From an optimization exercise on the open Yosys and OpenROAD flow, aimed at small area; shortcuts taken in it are not production practice.
The RTL was checked by simulation tests, not by an equivalence proof against the original design.
Power figures rest on the tool's default switching activity, not on a simulated workload. The flow treats the clock pin as an ideal source, which a real chip does not have.

### flow/run.sh
#!/bin/bash
# synth_recipe.tcl (not shown) runs the flow's synth.tcl, then flattens the netlist and writes it again
# the make line also repeats each setting of config.mk as NAME=value (left out here)
make -C /OpenROAD-flow-scripts/flow DESIGN_CONFIG=/design/flow/config.mk WORK_HOME=/design/flow/orfs CLKGATE_MAP_FILE= SYNTH_SCRIPT=/design/flow/synth_recipe.tcl finish
### flow/config.mk
export PLATFORM = sky130hd
export DESIGN_NAME = ow_slave
export DESIGN_NICKNAME = ow_slave
export VERILOG_FILES = /design/flow/design.v
export SDC_FILE = /design/flow/constraint.sdc
export NUM_CORES = 4
export LEC_CHECK = 0
export CAP_MARGIN = 20
export CORE_MARGIN = 2
export CORE_UTILIZATION = 65
export CTS_BUF_LIST = sky130_fd_sc_hd__clkbuf_16
export CTS_CLUSTER_DIAMETER = 100
export CTS_CLUSTER_SIZE = 30
export PLACE_DENSITY = 0.8
export SLEW_MARGIN = 20
export SYNTH_HIERARCHICAL = 1
### flow/constraint.sdc
create_clock -name core_clock -period 12.0 [get_ports {clk}]
set_input_delay 2.4000 -clock core_clock [delete_from_list [all_inputs] [get_ports {clk}]]
set_output_delay 2.4000 -clock core_clock [all_outputs]
set_load 0.01 [all_outputs]
### flow/design.v
module ow_slave (
    input  wire       clk,
    input  wire       rst,
    input  wire       ow_in,
    output wire       ow_oe,
    input  wire       h_valid,
    input  wire [3:0] h_op,
    input  wire [7:0] h_a,
    input  wire [7:0] h_b,
    output reg        h_ack,
    output reg        h_ok,
    output reg  [7:0] h_rdata,
    output wire       busy,
    output wire       crit,
    output wire [2:0] err,
    output wire [7:0] err_cmd,
    output wire       od,
    output wire       attached,
    output wire       dispatched,
    output wire [3:0] phase,
    output wire [2:0] bt
);
    localparam [3:0] PH_IDLE         = 4'd0,
                     PH_WAIT_RESET   = 4'd1,
                     PH_CONFIRM_RESET= 4'd2,
                     PH_PRES_DELAY   = 4'd3,
                     PH_PRES_DRIVE   = 4'd4,
                     PH_PRES_RELEASE = 4'd5,
                     PH_RX_CMD       = 4'd6,
                     PH_D_RX_CMD     = 4'd7,
                     PH_D_RX_TA1     = 4'd8,
                     PH_D_RX_TA2     = 4'd9,
                     PH_D_TX_CRC1    = 4'd10,
                     PH_D_TX_DATA    = 4'd11,
                     PH_D_TX_CRC2    = 4'd12;
    localparam [2:0] BT_WAIT_HIGH = 3'd0,
                     BT_WAIT_FALL = 3'd1,
                     BT_SAMPLE    = 3'd2,
                     BT_DRIVE     = 3'd3,
                     BT_HOLD      = 3'd4;
    localparam [2:0] E_NONE          = 3'd0,
                     E_VERY_LONG_RST = 3'd2,
                     E_PRESENCE_LOW  = 3'd3,
                     E_SLOT_TIMEOUT  = 3'd4,
                     E_FIRST_BIT_TO  = 3'd5,
                     E_BAD_CMD       = 3'd6;
    localparam [3:0] OP_NOP        = 4'd0,
                     OP_POLL       = 4'd1,
                     OP_CLEAR_ERR  = 4'd2,
                     OP_ATTACH     = 4'd3,
                     OP_DETACH     = 4'd4,
                     OP_SET_OD     = 4'd5,
                     OP_MEM_WRITE  = 4'd6,
                     OP_MEM_READ   = 4'd7,
                     OP_SET_USED   = 4'd8,
                     OP_SET_REDIR  = 4'd9,
                     OP_GET_REDIR  = 4'd10,
                     OP_CLR_STATUS = 4'd11,
                     OP_STATUS_RD  = 4'd12,
                     OP_TRANSLATE  = 4'd13;
    localparam [11:0] C_IDLE     = 12'd4000,
                      C_HIGH     = 12'd500,
                      C_LOW1     = 12'd1999;       
    reg [3:0]  phase_r;
    reg [2:0]  bt_r;
    reg [11:0] cnt;
    reg [2:0]  err_r;
    reg [7:0]  err_cmd_r;
    reg        od_r;
    reg        attached_r;
    reg        dispatched_r;
    reg [2:0]  bit_r;
    reg [7:0]  sh;         
    reg        rd_ok;      
    reg [7:0]  crc8;
    reg [3:0]  used;       
    reg [1:0]  redir [0:3];   
    reg [7:0]  mem   [0:127];
    wire idle = (phase_r == PH_IDLE);
    assign ow_oe      = (phase_r == PH_PRES_DRIVE) || (bt_r == BT_DRIVE);
    assign busy       = !idle;
    assign crit       = (phase_r >= PH_RX_CMD);
    assign err        = err_r;
    assign err_cmd    = err_cmd_r;
    assign od         = od_r;
    assign attached   = attached_r;
    assign dispatched = dispatched_r;
    assign phase      = phase_r;
    assign bt         = bt_r;
    wire [7:0] xa     = idle ? h_a : sh;
    wire [1:0] xr     = redir[xa[6:5]];
    wire       xredir = !xa[7] && (xr != 2'd0);
    wire [7:0] xtr    = xredir ? {1'b0, xr, xa[4:0]} : xa;
    wire [6:0] raddr  = idle ? h_a[6:0] : xtr[6:0];
    wire        mem_we = h_valid && idle && (h_op == OP_MEM_WRITE) && !h_a[7];
    wire [15:0] pA;
    wire [7:0]  pB;
    wire [127:0] dec;
    genvar g, b;
    generate
        for (g = 0; g < 16; g = g + 1) begin : g_pa
            assign pA[g] = (raddr[6:3] == g) | rst;
        end
        for (g = 0; g < 8; g = g + 1) begin : g_pb
            assign pB[g] = (raddr[2:0] == g) | rst;
        end
        for (g = 0; g < 128; g = g + 1) begin : g_dec
            ow_and2 u_d (.a(pA[g >> 3]), .b(pB[g & 7]), .y(dec[g]));
        end
    endgenerate
    wire [7:0] rd;
    generate
        for (b = 0; b < 8; b = b + 1) begin : g_rd
            wire [41:0] l1;
            for (g = 0; g < 42; g = g + 1) begin : g_l1
                ow_a222oi u (.a1(dec[3*g]),   .a2(mem[3*g][b]),
                             .b1(dec[3*g+1]), .b2(mem[3*g+1][b]),
                             .c1(dec[3*g+2]), .c2(mem[3*g+2][b]), .y(l1[g]));
            end
            ow_rdtail u_l2 (.a(l1[41:0]), .d0(dec[126]), .q0(mem[126][b]),
                            .d1(dec[127]), .q1(mem[127][b]), .y(rd[b]));
        end
    endgenerate
    wire accept = h_valid && !rst && idle;
    always @* begin
        h_ack   = 1'b0;
        h_ok    = 1'b0;
        h_rdata = 8'h00;
        if (accept) begin
            h_ack = 1'b1;
            case (h_op)
                OP_NOP:        h_ok = 1'b1;
                OP_POLL:       h_ok = attached_r;
                OP_CLEAR_ERR:  h_ok = 1'b1;
                OP_ATTACH:     h_ok = !attached_r;
                OP_DETACH:     h_ok = attached_r;
                OP_SET_OD:     h_ok = 1'b1;
                OP_MEM_WRITE:  h_ok = !h_a[7];
                OP_MEM_READ: begin
                    h_ok    = !h_a[7];
                    h_rdata = h_a[7] ? 8'hFF : rd;
                end
                OP_SET_USED:   h_ok = 1'b1;
                OP_SET_REDIR:  h_ok = (h_a[7:2] == 6'd0) && (h_b[7:2] == 6'd0);
                OP_GET_REDIR: begin
                    h_ok = 1'b1;
                    if (h_a[7:2] == 6'd0) h_rdata = {6'd0, redir[h_a[1:0]]};
                end
                OP_CLR_STATUS: h_ok = 1'b1;
                OP_STATUS_RD: begin
                    if (h_a[7:3] == 5'd0) begin
                        h_ok = 1'b1;
                        case (h_a[2:0])
                            3'd0:    h_rdata = {used, 4'hF};
                            3'd5,
                            3'd6:    h_rdata = 8'hFF;
                            3'd7:    h_rdata = 8'h00;
                            default: h_rdata = {6'h3F, ~redir[h_a[1:0] - 2'd1]};
                        endcase
                    end
                end
                OP_TRANSLATE: begin
                    h_ok    = 1'b1;
                    h_rdata = xtr;
                end
                default: ;
            endcase
        end
    end
    wire [7:0] mem_d = rst ? 8'hFF : mem_we ? h_b : rd;
    generate
        for (g = 0; g < 128; g = g + 1) begin : g_mem
            always @(posedge clk)
                if (dec[g]) mem[g] <= mem_d;
        end
    endgenerate
    wire cnt_last = (cnt == 12'd1);
    wire [11:0] cnt_dec = cnt - 12'd1;
    wire ph_wait    = (phase_r == PH_WAIT_RESET);
    wire ph_confirm = (phase_r == PH_CONFIRM_RESET);
    wire ph_delay   = (phase_r == PH_PRES_DELAY);
    wire ph_drive   = (phase_r == PH_PRES_DRIVE);
    wire ph_release = (phase_r == PH_PRES_RELEASE);
    wire byte_phase = crit;
    wire send_phase = (phase_r == PH_D_TX_CRC1) || (phase_r == PH_D_TX_DATA) ||
                      (phase_r == PH_D_TX_CRC2);
    wire data_phase = (phase_r == PH_D_TX_DATA);
    wire bt0 = (bt_r == BT_WAIT_HIGH);
    wire bt1 = (bt_r == BT_WAIT_FALL);
    wire [3:0] hi = crc8[3:0];
    wire hi_ok = (hi == 4'd10);       
    wire tx_bit   = data_phase ? rd[bit_r] : crc8[0];
    wire slot_bit = send_phase ? tx_bit : ow_in;
    wire crc_mix  = crc8[0] ^ slot_bit;
    wire [7:0] crc_fold = {1'b0, crc8[7:1]} ^ (crc_mix ? 8'h8C : 8'h00);
    wire [7:0] rx_byte  = {ow_in, sh[7:1]};
    wire slot_done = ((bt_r == BT_SAMPLE) && (ow_in || cnt_last)) ||
                     (((bt_r == BT_DRIVE) || (bt_r == BT_HOLD)) && cnt_last);
    wire byte_done = slot_done && (bit_r == 3'd7);
    wire [11:0] p_slot_max = od_r ? 12'd8  : 12'd60;
    wire [11:0] p_pres     = od_r ? 12'd12 : 12'd120;    
    wire [11:0] p_low_pre  = od_r ? (12'd2000 - 12'd14) : (12'd2000 - 12'd105);
    wire        low_short  = od_r ? (cnt > 12'd1952) : (cnt > 12'd1520);
    wire        low_normal = (cnt <= 12'd1520);           
    reg [11:0] cnt_val;
    reg        cnt_load;
    always @* begin
        cnt_load = 1'b0;
        cnt_val  = p_slot_max;
        case (phase_r)
            PH_WAIT_RESET: begin
                cnt_load = !ow_in && hi_ok;
                cnt_val  = C_LOW1;
            end
            PH_CONFIRM_RESET: begin
                cnt_load = ow_in;
                cnt_val  = low_short ? C_IDLE :
                           (od_r && !low_normal) ? 12'd4 : 12'd30;
            end
            PH_PRES_DELAY, PH_PRES_DRIVE: begin
                cnt_load = cnt_last;
                cnt_val  = p_pres;
            end
            PH_PRES_RELEASE: begin
                cnt_load = ow_in;
                cnt_val  = p_slot_max;
            end
            default: begin
                if (bt0) begin
                    cnt_load = ow_in || cnt_last;
                    cnt_val  = ow_in ? C_HIGH : p_low_pre;
                end else if (bt1) begin
                    cnt_load = !ow_in;
                    if (send_phase) begin
                        if (tx_bit) cnt_val = od_r ? 12'd6 : 12'd45;    
                        else        cnt_val = od_r ? 12'd4 : 12'd30;    
                    end else begin
                        cnt_val = od_r ? 12'd2 : 12'd15;                
                    end
                end else begin
                    cnt_load = slot_done;
                    cnt_val  = p_slot_max;
                end
            end
        endcase
    end
    always @(posedge clk) begin
        if (idle)          cnt <= C_IDLE;
        else if (cnt_load) cnt <= cnt_val;
        else               cnt <= cnt_dec;
    end
    always @(posedge clk) begin
        if (!byte_phase)    bit_r <= 3'd0;
        else if (slot_done) bit_r <= bit_r + 3'd1;
    end
    wire [7:0] next_addr = sh + 8'd1;
    always @(posedge clk) begin
        if (slot_done && (phase_r <= PH_D_RX_TA1)) sh <= rx_byte;
        else if (byte_done && data_phase)        sh <= next_addr;
    end
    always @(posedge clk) begin
        if (ph_wait)
            crc8 <= {4'd0, !ow_in ? 4'd0 : hi_ok ? 4'd10 : hi + 4'd1};
        else if (phase_r <= PH_RX_CMD)
            crc8 <= {7'd0, ph_confirm};
        else if (slot_done)
            crc8 <= (send_phase && !data_phase) ? {1'b0, crc8[7:1]} : crc_fold;
    end
    always @(posedge clk) begin
        if (phase_r == PH_RX_CMD)
            rd_ok <= 1'b1;
        else if (slot_done && (((phase_r == PH_D_RX_CMD) && (ow_in != bit_r[2])) ||
                               ((phase_r == PH_D_RX_TA2) && ow_in)))
            rd_ok <= 1'b0;
    end
    always @(posedge clk) begin
        if (rst) begin
            phase_r      <= PH_IDLE;
            bt_r         <= BT_WAIT_HIGH;
            err_r        <= E_NONE;
            err_cmd_r    <= 8'h00;
            od_r         <= 1'b0;
            attached_r   <= 1'b0;
            dispatched_r <= 1'b0;
            used         <= 4'hF;
            redir[0]     <= 2'd0;
            redir[1]     <= 2'd0;
            redir[2]     <= 2'd0;
            redir[3]     <= 2'd0;
        end else if (idle) begin
            if (h_valid) begin
                case (h_op)
                    OP_POLL: begin
                        err_r        <= E_NONE;
                        dispatched_r <= 1'b0;
                        if (attached_r) phase_r <= PH_WAIT_RESET;
                    end
                    OP_CLEAR_ERR: err_r <= E_NONE;
                    OP_ATTACH:    attached_r <= 1'b1;
                    OP_DETACH:    attached_r <= 1'b0;
                    OP_SET_OD:    od_r <= h_a[0];
                    OP_SET_USED:  if (h_a[7:2] == 6'd0) used[h_a[1:0]] <= 1'b0;
                    OP_SET_REDIR: begin
                        if ((h_a[7:2] == 6'd0) && (h_b[7:2] == 6'd0))
                            redir[h_a[1:0]] <= (h_a[1:0] == h_b[1:0]) ? 2'd0 : h_b[1:0];
                    end
                    OP_CLR_STATUS: begin
                        used     <= 4'hF;
                        redir[0] <= 2'd0;
                        redir[1] <= 2'd0;
                        redir[2] <= 2'd0;
                        redir[3] <= 2'd0;
                    end
                    default: ;
                endcase
            end
        end else begin
            err_r        <= E_NONE;
            dispatched_r <= 1'b0;
            case (phase_r)
                PH_WAIT_RESET: begin
                    if (!ow_in && hi_ok) begin
                        phase_r <= PH_CONFIRM_RESET;
                    end else if (cnt_last) begin
                        phase_r      <= PH_IDLE;
                    end
                end
                PH_CONFIRM_RESET: begin
                    if (!ow_in) begin
                        if (cnt_last) begin
                            err_r        <= E_VERY_LONG_RST;
                            phase_r      <= PH_IDLE;
                        end
                    end else if (low_short) begin
                        phase_r <= PH_WAIT_RESET;
                    end else begin
                        phase_r <= PH_PRES_DELAY;
                        if (low_normal) od_r <= 1'b0;
                    end
                end
                PH_PRES_DELAY: if (cnt_last) phase_r <= PH_PRES_DRIVE;
                PH_PRES_DRIVE: if (cnt_last) phase_r <= PH_PRES_RELEASE;
                PH_PRES_RELEASE: begin
                    if (ow_in) begin
                        phase_r <= PH_RX_CMD;
                        bt_r    <= BT_WAIT_HIGH;
                    end else if (cnt_last) begin
                        err_r        <= E_PRESENCE_LOW;
                        phase_r      <= PH_IDLE;
                    end
                end
                default: begin
                    case (bt_r)
                        BT_WAIT_HIGH: begin
                            if (ow_in)
                                bt_r <= BT_WAIT_FALL;
                            else if (cnt_last)
                                phase_r <= PH_CONFIRM_RESET;
                        end
                        BT_WAIT_FALL: begin
                            if (!ow_in) begin
                                if (send_phase)
                                    bt_r <= tx_bit ? BT_HOLD : BT_DRIVE;
                                else
                                    bt_r <= BT_SAMPLE;
                            end else if (cnt_last) begin
                                err_r        <= (bit_r == 3'd0) ? E_FIRST_BIT_TO : E_SLOT_TIMEOUT;
                                phase_r      <= PH_IDLE;
                                bt_r         <= BT_WAIT_HIGH;
                            end
                        end
                        default: begin
                            if (slot_done) begin
                                bt_r <= BT_WAIT_HIGH;
                                if (bit_r == 3'd7) begin
                                    case (phase_r)
                                        PH_RX_CMD: begin
                                            if (rx_byte == 8'hCC) begin
                                                phase_r <= PH_D_RX_CMD;
                                            end else begin
                                                err_cmd_r    <= rx_byte;
                                                err_r        <= E_BAD_CMD;
                                                phase_r      <= PH_IDLE;
                                            end
                                        end
                                        PH_D_RX_CMD: phase_r <= PH_D_RX_TA1;
                                        PH_D_RX_TA1: phase_r <= PH_D_RX_TA2;
                                        PH_D_RX_TA2: begin
                                            if (rd_ok && !ow_in) begin
                                                phase_r <= PH_D_TX_CRC1;
                                            end else begin
                                                dispatched_r <= 1'b1;
                                                phase_r      <= PH_IDLE;
                                            end
                                        end
                                        PH_D_TX_CRC1: begin
                                            phase_r <= sh[7] ? PH_D_TX_CRC2 : PH_D_TX_DATA;
                                        end
                                        PH_D_TX_DATA: begin
                                            phase_r <= next_addr[7] ? PH_D_TX_CRC2 : PH_D_TX_DATA;
                                        end
                                        default: begin
                                            dispatched_r <= 1'b1;
                                            phase_r      <= PH_IDLE;
                                        end
                                    endcase
                                end
                            end
                        end
                    endcase
                end
            endcase
        end
    end
endmodule
module ow_and2(input a, b, output y); assign y = a & b; endmodule
module ow_a222oi(input a1, a2, b1, b2, c1, c2, output y);
    assign y = ~((a1 & a2) | (b1 & b2) | (c1 & c2));
endmodule
module ow_rdtail(input [41:0] a, input d0, q0, d1, q1, output y);
    assign y = ~(&a) | (d0 & q0) | (d1 & q1);
endmodule
==> results by group, run 1 <==
Setup path
  • Highest-delay cell along the critical path: a222oi_1
  • Critical path required time: around 9.6 ns
  • CP Capture Type: primary output
  • CP cell instances: clkdlybuf4s50_1, mux2i_1, nand2_1, o22ai_1, o22ai_1, a31o_2, and2_1, a222oi_1, nand4_1, nor4_1, nand4_1, o21ai_0, o21ai_0, a211oi_1, nor2_1, clkdlybuf4s50_1
  • CP Class: in2out
  • Setup crit start kind: input port
  • CP max FO: 16
  • Worst path arrival time: about 8.4 ns
  • CP max stage delay: 0.67 ns

Synth
  • Count leader, synth: edfxtp_1
  • Number of synthesized flops with an enable pin: ~1000
  • Syn. warnings: 9
  • Synth Instances: 2342
  • Yosys reg bits: 1089
  • Most frequent cells after synthesis: edfxtp_1, a222oi_1, and2_1
  • Top cell type's share of synthesized area: 0.758
  • Post-synthesis sequential area ratio: 0.780
  • Syn Std Cell Area: 41400 um2
  • Synth top area cells: edfxtp_1, a222oi_1, dfxtp_1
  • Syn avg cell area: 17.7 um2
  • FFs w/ async S/R, synth: 0
  • Synth area leader: edfxtp_1
  • Main synth FF type: edfxtp_1
  • Yosys cell types: 70
  • Mapped Nets: 2385

CTS
  • Clock Latency Late Sink: 0.63 ns
  • Max Root-Sink Buffers: 3
  • # Post-CTS Setup Buffers: 0
  • TritonCTS buffer count: 43
  • CTS clk-pin slew, worst paths: 0.10 ns
  • CTS tree: yes
  • CTS root buffer: clkbuf_16
  • Cts hold-fix bufs: 0
  • CTS HTree Levels: 2
  • PostCTS Resize Cnt: 0
  • Clock sinks: 1089

Placement
  • Pre-CTS WS: approximately 1.3 ns
  • Routability cong.: 0.963
  • # port buffers: 57
  • Post-DP HPWL: 57400 um
  • Dpl cell area: 43100 um2

Timing
  • Worst-Margin Slew: around 1.1 ns
  • Period Utilization, post-route: 0.902
  • Slew headroom: 0.271
  • RSZ-0062 raised after global routing: no
  • Fin. Hold Viols: 0
  • Worst Slack Setup Final: 1.17 ns
  • Clock Skews: approximately 0.029 ns
  • Fmax: 92.3 MHz
  • Final setup viols: 0
  • Setup TNS: 0 ns
  • Min Tclk post-route: between 10 and 15 ns
  • Max-slew violations: 0

Flow run
  • Max_cap viols: 0

Floorplan
  • IO Count: 58
  • Die area: 65700 um2
  • Initial Util: 0.657
  • FP Rows: 92
  • Die width: ~260 um
  • Total core area: 63000 um2
  • Die height: 256 um

Layout
  • Area grow syn2layout: 7.10%
  • Antenna diode count: 0
  • NumNets Final: 2461
  • Final Util: 0.704
  • Share of layout cells above drive strength 1: 0.0517
  • Number of fill cells: 3867
  • Post-route cell area: 44300 um2

Power
  • Combinational share of power: 0.076
  • Sw power: 1440 uW
  • VDD IR max: a little under 0.2 mV
  • Clock Power Share: 0.269
  • Sw Ratio: 0.221
  • Leakage: approximately 0.012 uW
  • Power Dens Cells: 147 nW/um2
  • Sequential Power Share: 0.656
  • Internal power: about 5100 uW

Drt
  • # DRC: 0
  • WL final: 93500 um
  • Wirelength per Cell: roughly 29 um
  • DR pass1 iterations: 10
  • Initial DRC count: 5217
  • Via count: around 24000
  • Via/cell ratio: roughly 7.4
  • Routed Antenna Nets: 0

GRT
  • Global-route wire length before repair: 140000 um
  • Largest net degree at the start of global routing: 120
  • Gr ovfl total: 0
  • GRT Resource Usage Total: 0.280
  • Vias in the first global route: 22400
  • Initial antenna violation count: 3

Min path
  • Worst hold path type: reg2reg

Outcome
  • Status: timing/DRC/antenna clean
registers in the layout (all words and copies together) (netlist names):
name and count:
err_r 3, rd_ok 1, cnt 12, mem 1024, redir 8, crc8 8
used 4, attached_r 1, sh 8, od_r 1, bt_r 3, bit_r 3
dispatched_r 1, err_cmd_r 8, phase_r 4
Yosys stat by module, one instance, submodules excluded:
module,copies in the design,flip-flops and latches,cell area [um2],cells inside
ow_a222oi,336,0,10.0,1
ow_rdtail,8,0,97.6,16
ow_and2,128,0,6.26,1
ow_slave,1,1089,36400,1750
worst max-delay path: cells and delay by family:
| kind | cells | cell delay, ns |
|---|---|---|
| muxes | 1 | 0.56 |
| and+or+nand+nor | 6 | 1.95 |
| AOI/OAI and AO/OA | 7 | 2.39 |
| buffers and inverters | 2 | 1.12 |
kinds of logic (layout without fill, tap and decap cells):
group / after synthesis / in the layout / synth area share
flip-flops: 1089 / 1089 / 0.780
AO/OA/AOI/OAI: 550 / 550 / 0.116
AND/OR/NAND/NOR: 542 / 542 / 0.0735
buffers and inverters: 69 / 163 / 0.00647
multiplexers: 50 / 50 / 0.0140
XOR/XNOR: 23 / 23 / 0.00487
adder cells (fa/ha/maj): 19 / 19 / 0.00575
power by group through the flow:
stage / sequential [uW] / combinational (uW) / clock, uW
after global routing: 4290 / 525 / 1890
after CTS: 4280 / 487 / 1770
after detailed placement: 4360 / 485 / 0
after floorplan: 4350 / 317 / 0
after global placement: 4360 / 470 / 0
final: 4280 / 494 / 1750
cell type report:
type | instances | area [um2] | share of cell area
Sequential cell | 1089 | 32300 | 0.728
Timing Repair Buffer | 82 | 762 | 0.0172
Inverter | 18 | 67.6 | 0.00153
Clock inverter | 18 | 115 | 0.00260
Multi-Input combinational cell | 1184 | 8920 | 0.201
Tap cell | 846 | 1060 | 0.0239
Clock buffer | 45 | 1130 | 0.0254
metal layers:
layer / GRT usage / share of wire / wire length, um
met1: 0.417 / 0.38 / 35500
met2: 0.442 / 0.48 / 44800
met3: 0.0383 / 0.11 / 10200
met4: 0.0822 / 0.032 / 3020
met5: 0 / 0.00038 / 36
final timing paths:
kind,startpoint,end,slack (ns),depth (start not counted)
worst max-delay path,h_a[7],h_rdata[1],1.17,16
worst min-delay path,rd_ok$_SDFFE_PP1P_,rd_ok$_SDFFE_PP1P_,0.47,2
worst max register to register,phase_r[0]$_SDFFE_PP0P_,cnt[4]$_SDFF_PN0_,4.31,21
worst min register to register,rd_ok$_SDFFE_PP1P_,rd_ok$_SDFFE_PP1P_,0.47,2
stage by stage:
stage                     cells  hold slack, ns  total power (uW)
final                      3282           0.469              6530
after CTS                  3282           0.472              6530
after global routing       3282           0.486              6700
after detailed placement   3219           0.449              4850
after global placement     3219           0.444              4830
after floorplan            2342           0.421              4670
placed cells by master, fill, tap and decap left out, types with 28 or more instances in the layout:
master	n
nor2_1	72
nand2_1	86
dfxtp_1	45
inv_1	28
clkbuf_16	45
nand4_1	92
edfxtp_1	1044
a222oi_1	336
and2_1	136
o21ai_0	44
mux2i_1	41
a21oi_1	46
clkdlybuf4s50_1	57
==> inputs of run 2 (changes only) <==
==> flow/flow/run.sh (new file) <==
#!/bin/bash
# The standard layout (standard.sh), with the port buffers made of the
# smallest buffer cell instead of the default choice. ORFS's output goes to
# standard.log in this folder.
set -euo pipefail
bash standard.sh "BUFFER_PORTS_ARGS=-buffer_cell sky130_fd_sc_hd__buf_1" finish > standard.log 2>&1
==> flow/standard.sh (new file) <==
#!/bin/bash
# synth_recipe.tcl (not shown) runs the flow's synth.tcl, then flattens the netlist and writes it again
# the make line also repeats each setting of config.mk as NAME=value (left out here)
make -C /OpenROAD-flow-scripts/flow DESIGN_CONFIG=/design/flow/config.mk WORK_HOME=/design/flow/orfs CLKGATE_MAP_FILE= SYNTH_SCRIPT=/design/flow/synth_recipe.tcl "${@:-finish}"
removed: flow/run.sh
==> results by group, run 2 <==
Setup path
  • CP Capture Type: primary output
  • CP max FO: 16 (unchanged)
  • Worst Path Buf+Inv: 2 (unchanged)
  • FF-to-FF setup slack: 4.35 ns (+0.04 ns)
  • Highest-delay cell along the critical path: a222oi_1
  • CP Class: in2out
  • Critical Path End: h_rdata[1]
  • Crit. Startpoint: h_a[7]
  • CP max stage delay: 0.70 ns (+0.03 ns)
  • CP cell instances: buf_1, mux2i_1, nand2_1, o22ai_1, o22ai_1, a31o_2, and2_1, a222oi_1, nand4_1, nor4_1, nand4_1, o21ai_0, o21ai_0, a211oi_1, nor2_1, buf_1
  • Worst path arrival time: 7.68 ns (-0.75 ns)
  • Cells on worst reg2reg path: 22 (+4.8%)
  • Top delay family on crit path: compound AO/OA/AOI/OAI gates
  • Reg-to-Reg Start: phase_r[2]$_SDFFE_PP0P_
  • Setup crit start kind: input port
  • Reg2reg end: cnt[1]$_SDFF_PN0_
  • Critical Path Stages: 16 (unchanged)
  • Critical path required time: 9.60 ns (about the same)

Floorplan
  • Die width: 256 um (unchanged)
  • FP Rows: 92 (unchanged)
  • IO Count: 58 (unchanged)
  • Die height: 256 um (unchanged)
  • Total core area: 63000 um2 (unchanged)
  • Die area: 65700 um2 (unchanged)
  • Initial Util: 0.657 (unchanged)

Timing
  • Worst-Margin Slew: 1.11 ns (+0.0160 ns)
  • RSZ-0062 raised after global routing: no
  • Worst Slack Setup Final: 1.92 ns (+0.745 ns)
  • Clock Skews: 0.0251 ns (-0.00426 ns)
  • Final setup viols: 0 (unchanged)
  • Setup TNS: 0 ns (unchanged)
  • Max-slew violations: 0 (unchanged)
  • Slew headroom: 0.260 (-0.0107)
  • Fmax: 99.2 MHz (+7.4%)
  • Min Tclk post-route: 10.08 ns (-0.745 ns)
  • Fin. Hold Viols: 0 (unchanged)
  • Period Utilization, post-route: 0.840 (-0.0621)

CTS
  • Max Root-Sink Buffers: 3 (unchanged)
  • Clock Latency Late Sink: 0.62 ns (about the same)
  • # Post-CTS Setup Buffers: 0 (unchanged)
  • CTS root buffer: clkbuf_16
  • CTS tree: yes
  • CTS clk-pin slew, worst paths: 0.11 ns (about the same)
  • CTS HTree Levels: 2 (unchanged)
  • TritonCTS buffer count: 44 (+2.3%)
  • Cts hold-fix bufs: 0 (unchanged)
  • Clock sinks: 1089 (unchanged)
  • PostCTS Resize Cnt: 0 (unchanged)

Layout
  • Post-route cell area: 44000 um2 (-0.69%)
  • Share of layout cells above drive strength 1: 0.0541 (+0.00237)
  • Antenna diode count: 0 (unchanged)
  • Largest regs: mem: 1024 flops, cnt: 12 flops
  • Final Util: 0.699 (-0.00485)
  • Most common cell after layout, fill and taps aside: edfxtp_1
  • Top reg by flops: mem
  • Area grow syn2layout: 6.36%
  • Max FFs per register: 1024 (unchanged)
  • NumNets Final: 2465 (+0.16%)
  • Most frequent cells in the layout: edfxtp_1, a222oi_1, and2_1, nand4_1, nand2_1

Synth
  • Count leader, synth: edfxtp_1
  • Main synth FF type: edfxtp_1
  • Syn Std Cell Area: 41400 um2 (unchanged)
  • Top cell type's share of synthesized area: 0.758 (unchanged)
  • Syn avg cell area: 17.7 um2 (unchanged)
  • Syn. warnings: 9 (unchanged)
  • Post-synthesis sequential area ratio: 0.780 (unchanged)
  • Yosys cell types: 70 (unchanged)
  • Synth Instances: 2342 (unchanged)
  • Yosys reg bits: 1089 (unchanged)
  • Mapped Nets: 2385 (unchanged)
  • Most frequent cells after synthesis: edfxtp_1, a222oi_1, and2_1
  • FFs w/ async S/R, synth: 0 (unchanged)
  • Synth area leader: edfxtp_1
  • Number of synthesized flops with an enable pin: 1044 (unchanged)
  • Synth top area cells: edfxtp_1, a222oi_1, dfxtp_1

Placement
  • Post-DP HPWL: 58400 um (+1.6%)
  • Routability cong.: 0.976 (+1.3%)
  • Pre-CTS WS: 2.32 ns (+0.970 ns)
  • # port buffers: 57 (unchanged)
  • Dpl cell area: 42700 um2 (-0.79%)

GRT
  • Vias in the first global route: 22800 (+1.4%)
  • Largest net degree at the start of global routing: 114 (-5.0%)
  • GRT Resource Usage Total: 0.283 (+0.00319)
  • Gr ovfl total: 0 (unchanged)
  • Global-route wire length before repair: 142000 um (+1.4%)
  • Initial antenna violation count: 0 (-3)

Flow run
  • Max_cap viols: 0 (unchanged)

Drt
  • WL final: 95200 um (+1.7%)
  • DR pass1 iterations: 8 (-2)
  • Initial DRC count: 5112 (-2.0%)
  • Routed Antenna Nets: 0 (unchanged)
  • Via count: 24300 (-0.099%)
  • Via/cell ratio: 7.39 (-0.22%)
  • # DRC: 0 (unchanged)
  • Wirelength per Cell: 29.0 um (+1.6%)

Power
  • VDD IR max: 0.144 mV (-27%)
  • Leakage: 0.0121 uW (-0.91%)
  • Power Dens Cells: 149 nW/um2 (+0.91%)
  • Total Power: 6540 uW (+0.21%)

Outcome
  • Status: timing/DRC/antenna clean

Min path
  • HP Start: used[3]$_SDFFE_PP1P_
  • Worst hold path type: reg2reg
==> run 2: changes by cell type in the layout (fill, tap and decap cells not counted), sizes merged <==
cell | previous run | this run
clkinv | 7 | 8
clkdlybuf4s50 | 57 | 0
clkbuf | 45 | 46
buf | 25 | 84
==> run 2: layout make-up <==
type / instances / area (um2)
fill: 3854 / 19000
clock buffer: 45 / 1130
multi-input combinational: 1184 / 8920
inverter: 18 / 67.6
sequential: 1089 / 32300
clock inverter: 19 / 141
timing repair buffer: 85 / 430
tap: 846 / 1060
==> run 2: Yosys stat by module (local to each module, per instance) <==
| module | copies in the design | cells | cell area [um2] |
|---|---|---|---|
| ow_rdtail | 8 | 16 | 97.6 |
| ow_slave | 1 | 1750 | 36400 |
| ow_and2 | 128 | 1 | 6.26 |
| ow_a222oi | 336 | 1 | 10.0 |
==> run 2: cells by family (layout without fill, tap and decap cells) <==
group | count (synthesis) | count (layout) | share of synthesized area
buf+inv | 69 | 167 | 0.00647
xor+xnor | 23 | 23 | 0.00487
simple gates | 542 | 542 | 0.0735
fa+ha+maj | 19 | 19 | 0.00575
mux | 50 | 50 | 0.0140
compound gates | 550 | 550 | 0.116
flops | 1089 | 1089 | 0.780
==> run 2: per-stage QoR <==
stage / std cells / hold slack (ns)
after floorplan: 2342 / 0.421
after global placement: 3221 / 0.431
after detailed placement: 3221 / 0.436
after CTS: 3285 / 0.461
after global routing: 3286 / 0.480
final: 3286 / 0.462
==> run 2: how the worst min path moves through the flow <==
stage | endpoint | slack [ns] | depth (start not counted)
3_5_place_dp | used[3]$_SDFFE_PP1P_ | 0.44 | 1
6_report | used[3]$_SDFFE_PP1P_ | 0.46 | 1
4_1_cts | used[3]$_SDFFE_PP1P_ | 0.46 | 1
2_1_floorplan | used[0]$_SDFFE_PP1P_ | 0.42 | 1
5_1_grt | used[3]$_SDFFE_PP1P_ | 0.48 | 1
3_3_place_gp | used[3]$_SDFFE_PP1P_ | 0.43 | 1
==> run 2: power by group <==
group | total, uW | leakage, uW | internal [uW] | switching (uW)
Combinational | 492 | 0.00295 | 139 | 353
Sequential | 4280 | 0.00853 | 4250 | 29.9
Clock | 1770 | 0.000662 | 700 | 1070
==> run 2: metal layers <==
layer / track usage / wire, um
met3: 0.0527 / 10900
met5: 0 / 0
met4: 0.0915 / 3570
met2: 0.442 / 44600
met1: 0.412 / 36100
==> inputs of run 3 (changes only) <==
--- a/flow/config.mk
+++ b/flow/config.mk
@@ -9,3 +9,3 @@
 export CORE_MARGIN = 2
-export CORE_UTILIZATION = 65
+export CORE_UTILIZATION = 70
 export CTS_BUF_LIST = sky130_fd_sc_hd__clkbuf_16
@@ -13,3 +13,3 @@
 export CTS_CLUSTER_SIZE = 30
-export PLACE_DENSITY = 0.8
+export PLACE_DENSITY = 0.85
 export SLEW_MARGIN = 20
==> results by group, run 3 <==
Timing
  • Max-slew violations: 0 (unchanged)
  • Worst Slack Setup Final: 1.93 ns (+0.0179 ns)
  • Min Tclk post-route: 10.07 ns (-0.0179 ns)
  • Fmax: 99.3 MHz (+0.18%)
  • RSZ-0062 raised after global routing: no
  • WHS: 0.466 ns (+0.00412 ns)
  • Worst-Margin Slew: 1.06 ns (-0.0520 ns)
  • Slew headroom: 0.293 (+0.0332)
  • Final setup viols: 0 (unchanged)
  • Clock Skews: 0.0259 ns (+0.000859 ns)
  • Setup TNS: 0 ns (unchanged)
  • Fin. Hold Viols: 0 (unchanged)
  • Period Utilization, post-route: 0.839 (-0.00149)

Floorplan
  • Die width: 247 um (-3.6%)
  • FP Rows: 89 (-3.3%)
  • Die height: 247 um (-3.6%)
  • Total core area: 58700 um2 (-6.8%)
  • Die area: 61000 um2 (-7.0%)
  • IO Count: 58 (unchanged)
  • Initial Util: 0.705 (+0.0479)

Setup path
  • CP max FO: 16 (unchanged)
  • Setup crit start kind: input port
  • Worst path arrival time: 7.67 ns (about the same)
  • CP Class: in2out
  • Cells on worst reg2reg path: 21 (-4.5%)
  • FF-to-FF setup slack: 4.41 ns (+0.06 ns)
  • CP Capture Type: primary output
  • Reg-to-Reg Start: phase_r[0]$_SDFFE_PP0P_
  • Reg2reg end: cnt[4]$_SDFF_PN0_
  • Critical path required time: 9.60 ns (about the same)

Synth
  • Number of synthesized flops with an enable pin: 1044 (unchanged)
  • Yosys cell types: 70 (unchanged)
  • Syn avg cell area: 17.7 um2 (unchanged)
  • Synth area leader: edfxtp_1
  • Most frequent cells after synthesis: edfxtp_1, a222oi_1, and2_1
  • Count leader, synth: edfxtp_1
  • Synth top area cells: edfxtp_1, a222oi_1, dfxtp_1
  • Post-synthesis sequential area ratio: 0.780 (unchanged)
  • Post-synthesis adder-cell area fraction: 0.00575 (unchanged)
  • Mux share of post-synthesis cell area: 0.0140 (unchanged)
  • Top cell type's share of synthesized area: 0.758 (unchanged)
  • Synth Instances: 2342 (unchanged)
  • Xor and xnor fraction of the mapped netlist area: 0.00487 (unchanged)
  • Yosys reg bits: 1089 (unchanged)
  • Synth Area in Compound Gates: 0.116 (unchanged)
  • Post-synthesis simple-gate area fraction: 0.0735 (unchanged)
  • Syn Std Cell Area: 41400 um2 (unchanged)
  • Main synth FF type: edfxtp_1
  • Syn. warnings: 9 (unchanged)
  • FFs w/ async S/R, synth: 0 (unchanged)
  • Mapped Nets: 2385 (unchanged)
  • Largest family of logic cells by synthesized area: compound AO/OA/AOI/OAI gates

Layout
  • Most common cell after layout, fill and taps aside: edfxtp_1
  • Largest regs: mem: 1024 flops, cnt: 12 flops
  • Share of layout cells above drive strength 1: 0.0529 (-0.00116)
  • Area grow syn2layout: 6.07%
  • NumNets Final: 2462 (-0.12%)
  • Top reg by flops: mem
  • Most frequent cells in the layout: edfxtp_1, a222oi_1, and2_1, nand4_1, nand2_1
  • Max FFs per register: 1024 (unchanged)
  • Final Util: 0.748 (+0.0489)
  • Number of fill cells: 3206 (-17%)

Power
  • VDD IR max: 0.189 mV (+31%)
  • Leakage: 0.0121 uW (-0.19%)
  • Power Dens Cells: 149 nW/um2 (about the same)

CTS
  • CTS tree: yes
  • Max Root-Sink Buffers: 3 (unchanged)
  • CTS clk-pin slew, worst paths: 0.12 ns (about the same)
  • PostCTS Resize Cnt: 0 (unchanged)
  • CTS root buffer: clkbuf_16
  • CTS HTree Levels: 2 (unchanged)
  • # Post-CTS Setup Buffers: 0 (unchanged)
  • TritonCTS buffer count: 43 (-2.3%)
  • Clock sinks: 1089 (unchanged)
  • Clock Latency Late Sink: 0.63 ns (about the same)
  • Cts hold-fix bufs: 0 (unchanged)

GRT
  • Gr ovfl total: 0 (unchanged)
  • Met2 usage: 0.494 (+0.0522)
  • Initial antenna violation count: 5 (+5)
  • Gr busiest metal: met2
  • GRT Resource Usage Total: 0.315 (+0.0313)
  • Vias in the first global route: 23000 (+1.0%)
  • Met3 GRT Util: 0.0564 (+0.00375)
  • Global-route wire length before repair: 143000 um (+0.92%)
  • Met1 Use GR: 0.445 (+0.0322)
  • Largest net degree at the start of global routing: 117 (+2.6%)

Drt
  • DR pass1 iterations: 9 (+1)
  • Via count: 24700 (+1.7%)
  • Initial DRC count: 5319 (+4.0%)
  • Routed Antenna Nets: 0 (unchanged)
  • Via/cell ratio: 7.67 (+3.8%)
  • # DRC: 0 (unchanged)
  • Wirelength per Cell: 30.1 um (+4.0%)
  • WL final: 96900 um (+1.8%)

Min path
  • Worst hold path type: reg2reg
  • HP Start: used[3]$_SDFFE_PP1P_
  • WHS Endpoint: used[3]$_SDFFE_PP1P_
  • Worst Hold Depth: 1 (unchanged)

Placement
  • Post-DP HPWL: 58400 um (about the same)
  • # port buffers: 57 (unchanged)
  • Routability cong.: 0.981 (+0.48%)
  • Pre-CTS WS: 2.24 ns (-0.0798 ns)

Flow run
  • Max_cap viols: 0 (unchanged)

Outcome
  • Status: timing/DRC/antenna clean
## run 3: cell counts after synthesis
Identical to the previous run, type by type.
## run 3: per-module statistics from Yosys, one instance, submodules excluded
module / cells inside / flops+latches
ow_a222oi: 1 / 0
ow_slave: 1750 / 1089
ow_and2: 1 / 0
ow_rdtail: 16 / 0
## run 3: worst max path at each step
stage	start	end	slack, ns	cells after the start
after CTS	h_a[1]	h_rdata[2]	2.17	14
final	h_a[1]	h_rdata[3]	1.93	14
after floorplan	h_a[6]	h_rdata[1]	4.19	14
after detailed placement	h_a[1]	h_rdata[2]	2.24	14
after global routing	h_a[7]	h_rdata[2]	1.93	15
after global placement	h_a[0]	h_rdata[2]	2.50	13
## run 3: cell type report
class	count	area, um2	share of cell area
inverter	18	67.6	0.00154
antenna	7	17.5	0.000399
multi-input combinational	1184	8920	0.203
clock inverter	19	133	0.00302
sequential	1089	32300	0.735
tap	773	967	0.0220
clock buffer	44	1100	0.0251
timing repair buffer	83	418	0.00953
## run 3: cell families (layout without fill, tap and decap cells)
logic type | Yosys count | after routing
xor gates and xnor gates | 23 | 23
adders and majority gates | 19 | 19
muxes | 50 | 50
buffers and inverters | 69 | 164
and+or+nand+nor | 542 | 542
AOI/OAI and AO/OA | 550 | 550
other | 0 | 7
DFF | 1089 | 1089
## run 3: through the flow
stage / power, uW / instances / area, um2
6_report: 6530 / 3217 / 43900
5_1_grt: 6690 / 3212 / 43900
4_1_cts: 6520 / 3209 / 43800
3_5_place_dp: 4840 / 3146 / 42600
3_3_place_gp: 4820 / 3146 / 42600
2_1_floorplan: 4670 / 2342 / 41400
## run 3: per-layer routing
layer | share of wire | up-vias
li1 | - | 10300
met3 | 0.12 | 245
met4 | 0.045 | 0
met2 | 0.47 | 1934
met1 | 0.36 | 12200
met5 | 0 | -
## run 3: worst max-delay path, stage by stage
cell and delay [ns]:
buf_1 0.26, mux2i_1 0.70, nor2_1 0.10, nand2_1 0.11
nand2_1 0.60, and2_1 0.61, a222oi_1 0.59, nand4_1 0.30
nor4_1 0.71, nand4_1 0.47, o21a_1 0.30, nor3_1 0.26
nor2_1 0.10, buf_1 0.14
## run 3: power by group
group | leakage (uW) | total (uW) | internal (uW) | switching (uW)
clock | 0.000647 | 1750 | 683 | 1070
combinational | 0.00295 | 495 | 138 | 357
sequential | 0.00853 | 4280 | 4250 | 31.9
==> inputs of run 4 (changes only) <==
==> flow/flow/run.sh (replaced) <==
#!/bin/bash
# The standard layout (standard.sh), with two changes: the port buffers
# are made of the smallest buffer cell instead of the default choice, and
# clock tree synthesis (same buffer and clustering settings as config.mk)
# adds no dummy loads. ORFS's output goes to standard.log in this folder.
set -euo pipefail
bash standard.sh \
  "BUFFER_PORTS_ARGS=-buffer_cell sky130_fd_sc_hd__buf_1" \
  "CTS_ARGS=-sink_clustering_enable -repair_clock_nets -sink_clustering_size 30 -sink_clustering_max_diameter 100 -buf_list sky130_fd_sc_hd__clkbuf_16 -dont_use_dummy_load" \
  finish > standard.log 2>&1
==> results by group, run 4 <==
Synth
  • Mapped Nets: 2385 (unchanged)
  • FFs w/ async S/R, synth: 0 (unchanged)
  • Top cell type's share of synthesized area: 0.758 (unchanged)
  • Yosys reg bits: 1089 (unchanged)
  • Synth area leader: edfxtp_1
  • Syn avg cell area: 17.7 um2 (unchanged)
  • Synth top area cells: edfxtp_1, a222oi_1, dfxtp_1
  • Synth Instances: 2342 (unchanged)
  • Syn. warnings: 9 (unchanged)
  • Count leader, synth: edfxtp_1
  • Most frequent cells after synthesis: edfxtp_1, a222oi_1, and2_1
  • Number of synthesized flops with an enable pin: 1044 (unchanged)
  • Post-synthesis sequential area ratio: 0.780 (unchanged)
  • Syn Std Cell Area: 41400 um2 (unchanged)
  • Main synth FF type: edfxtp_1
  • Yosys cell types: 70 (unchanged)

Power
  • Combinational share of power: 0.077 (about the same)
  • Clock Power Share: 0.259 (-0.009)
  • Total Power: 6440 uW (-1.3%)
  • Power Dens Cells: 147 nW/um2 (-0.92%)
  • VDD IR max: 0.188 mV (-0.71%)
  • Internal power: 5040 uW (-0.69%)
  • Leakage: 0.0120 uW (-0.96%)
  • Sequential Power Share: 0.665 (+0.009)
  • Sw power: 1400 uW (-3.4%)
  • Sw Ratio: 0.218 (-0.00481)

Layout
  • Most common cell after layout, fill and taps aside: edfxtp_1
  • Area grow syn2layout: 5.67%
  • Post-route cell area: 43700 um2 (-0.38%)
  • Largest regs: mem: 1024 flops, cnt: 12 flops
  • Most frequent cells in the layout: edfxtp_1, a222oi_1, and2_1, nand4_1, nand2_1
  • Top reg by flops: mem
  • Max FFs per register: 1024 (unchanged)
  • Share of layout cells above drive strength 1: 0.0501 (-0.00287)
  • NumNets Final: 2462 (unchanged)

Min path
  • HP Start: used[3]$_SDFFE_PP1P_
  • Worst hold path type: reg2reg
  • Worst Hold Depth: 1 (unchanged)
  • WHS Endpoint: used[3]$_SDFFE_PP1P_

Drt
  • WL final: 96300 um (-0.61%)
  • Wirelength per Cell: 30.2 um (+0.14%)
  • Initial DRC count: 5098 (-4.2%)
  • Routed Antenna Nets: 0 (unchanged)
  • Via count: 24700 (-0.15%)
  • Via/cell ratio: 7.72 (+0.60%)
  • DR pass1 iterations: 8 (-1)
  • # DRC: 0 (unchanged)

Placement
  • # port buffers: 57 (unchanged)
  • Dpl cell area: 42600 um2 (unchanged)
  • Post-DP HPWL: 58400 um (unchanged)
  • Routability cong.: 0.981 (unchanged)

Setup path
  • Highest-delay cell along the critical path: a222oi_1
  • Reg-to-Reg Start: phase_r[0]$_SDFFE_PP0P_
  • CP Capture Type: primary output
  • Cells on worst reg2reg path: 21 (unchanged)
  • CP Class: in2out
  • Critical path required time: 9.60 ns (about the same)
  • CP max stage delay: 0.70 ns (about the same)
  • CP max FO: 16 (unchanged)
  • Top delay family on crit path: simple AND/OR/NAND/NOR gates
  • CP cell instances: buf_1, mux2i_1, nand2_1, o22ai_1, o22ai_1, a31o_2, and2_1, a222oi_1, nand4_1, nor4_1, nand4_1, o21a_1, nor3_1, nor2_1, buf_1
  • FF-to-FF setup slack: 4.40 ns (about the same)
  • Reg2reg end: cnt[4]$_SDFF_PN0_
  • Worst Path Buf+Inv: 2 (unchanged)
  • Worst path arrival time: 7.60 ns (-0.07 ns)
  • Setup crit start kind: input port

Floorplan
  • Die area: 61000 um2 (unchanged)
  • IO Count: 58 (unchanged)
  • Die width: 247 um (unchanged)
  • Initial Util: 0.705 (unchanged)
  • Total core area: 58700 um2 (unchanged)
  • FP Rows: 89 (unchanged)
  • Die height: 247 um (unchanged)

GRT
  • Gr ovfl total: 0 (unchanged)
  • Initial antenna violation count: 5 (unchanged)
  • Global-route wire length before repair: 143000 um (-0.16%)
  • Largest net degree at the start of global routing: 117 (unchanged)
  • Vias in the first global route: 23000 (-0.044%)
  • GRT Resource Usage Total: 0.314 (-0.00114)

Timing
  • Min Tclk post-route: 10.00 ns (-0.0626 ns)
  • Setup TNS: 0 ns (unchanged)
  • Fmax: 100 MHz (+0.63%)
  • Worst-Margin Slew: 1.06 ns (+0.00561 ns)
  • Final setup viols: 0 (unchanged)
  • RSZ-0062 raised after global routing: no
  • Period Utilization, post-route: 0.834 (-0.00522)
  • Max-slew violations: 0 (unchanged)
  • Clock Skews: 0.0699 ns (+0.0440 ns)
  • Slew headroom: 0.289 (-0.00375)
  • Fin. Hold Viols: 0 (unchanged)

CTS
  • CTS tree: yes
  • PostCTS Resize Cnt: 0 (unchanged)
  • CTS HTree Levels: 2 (unchanged)
  • Max Root-Sink Buffers: 3 (unchanged)
  • Clock Latency Late Sink: 0.63 ns (about the same)
  • Cts hold-fix bufs: 0 (unchanged)
  • Clock sinks: 1089 (unchanged)
  • CTS clk-pin slew, worst paths: 0.11 ns (about the same)
  • CTS root buffer: clkbuf_16
  • TritonCTS buffer count: 43 (unchanged)
  • # Post-CTS Setup Buffers: 0 (unchanged)

Outcome
  • Status: timing/DRC/antenna clean

Flow run
  • Max_cap viols: 0 (unchanged)
run 4: cell counts after synthesis:
No cell type changed its count.
run 4: per-stage QoR:
step	setup WS [ns]	utilization	hold WS (ns)	cells
4_1_cts	2.21	0.744	0.466	3189
3_5_place_dp	2.24	0.726	0.438	3146
5_1_grt	1.95	0.745	0.479	3193
6_report	2.00	0.745	0.466	3193
3_3_place_gp	2.50	0.726	0.437	3146
2_1_floorplan	4.19	-	0.421	2342
run 4: power by group through the flow:
| stage | combinational (uW) | sequential (uW) | clock (uW) |
|---|---|---|---|
| finish | 493 | 4280 | 1670 |
| global route | 520 | 4290 | 1790 |
| CTS | 482 | 4280 | 1680 |
| detailed placement | 478 | 4370 | 0 |
| global placement | 458 | 4360 | 0 |
| floorplan | 317 | 4350 | 0 |
run 4: modules after synthesis (local to each module, per instance):
module,area (um2),times used,flip-flops and latches
ow_a222oi,10.0,336,0
ow_and2,6.26,128,0
ow_rdtail,97.6,8,0
ow_slave,36400,1,1089
run 4: worst max-delay path by stage:
stage / from / to / depth (start not counted)
2_1_floorplan: h_a[6] / h_rdata[1] / 14
3_3_place_gp: h_a[0] / h_rdata[2] / 13
3_5_place_dp: h_a[1] / h_rdata[2] / 14
4_1_cts: h_a[1] / h_rdata[2] / 14
5_1_grt: h_a[7] / h_rdata[1] / 16
6_report: h_a[7] / h_rdata[3] / 15
run 4: layout make-up:
cell class                      instances  area (um2)
Antenna cell                            3        7.51
Timing Repair Buffer                   83         418
Sequential cell                      1089       32300
Inverter                               18        67.6
Fill cell                            3219       15000
Multi-Input combinational cell       1184        8920
Tap cell                              773         967
Clock buffer                           43        1080
run 4: metal layers:
layer / vias up / wire, um / track usage
met5: - / 0 / 0
met4: 0 / 4390 / 0.130
met3: 263 / 11900 / 0.0607
met2: 1923 / 45500 / 0.488
met1: 12100 / 34600 / 0.443
li1: 10300 / - / -
run 4: worst register-to-register path, cell delays in order (launching register included):
cell	delay, ns
dfxtp_1	0.34
nor4_4	0.29
buf_4	0.38
mux2i_1	0.58
mux2i_1	0.14
o22ai_1	0.29
o22ai_1	0.30
a31o_2	0.38
and2_1	0.42
a222oi_1	0.70
nand4_1	0.29
nor4_1	0.67
nand4_1	0.46
mux4_2	0.60
mux2i_1	0.30
nand2_1	0.15
nand2_1	0.16
ha_1	0.17
a21oi_1	0.06
a2111oi_0	0.49
nor4b_1	0.13
a211oi_1	0.22
run 4: cells by family (layout without fill, tap and decap cells):
group                    count (synthesis)  after routing  share of synthesized area
other                                    0              3                          0
flip-flops                            1089           1089                      0.780
adder cells (fa/ha/maj)                 19             19                    0.00575
XOR/XNOR                                23             23                    0.00487
AND/OR/NAND/NOR                        542            542                     0.0735
AO/OA/AOI/OAI                          550            550                      0.116
buffers and inverters                   69            144                    0.00647
multiplexers                            50             50                     0.0140

re-timing with driven ports:
In the flow no input, the clock included, has a driving cell. The finished layouts below were timed again as built, in two steps.
Step 1 assumes that a clkbuf_16 drives the clock port and a buf_2 every other input.
Step 2, shift: input delay + t, output delay - t, t = (earliest + latest rising clock arrival at the registers) / 2. This alone moves slack from input paths to output paths.
Three values: ideal ports, drivers, drivers and shift; two values: the first two.
run	t, ns	setup slack, ns	hold WS [ns]	worst data-port slew with drivers (ns)
run 1	0.682	1.170 / 1.144 / 1.144	0.469 / 0.469 / 0.469	0.11
run 2	0.673	1.915 / 1.891 / 1.891	0.462 / 0.462 / 0.462	0.11
run 3	0.682	1.933 / 1.851 / 1.851	0.466 / 0.466 / 0.466	0.12
run 4	0.658	1.996 / 1.963 / 1.963	0.466 / 0.466 / 0.466	0.12
After both steps setup and hold are still met in every run listed. The setup slack of run 3, which loses most, moves by -0.082 ns with the drivers and by -0.082 ns with both steps.
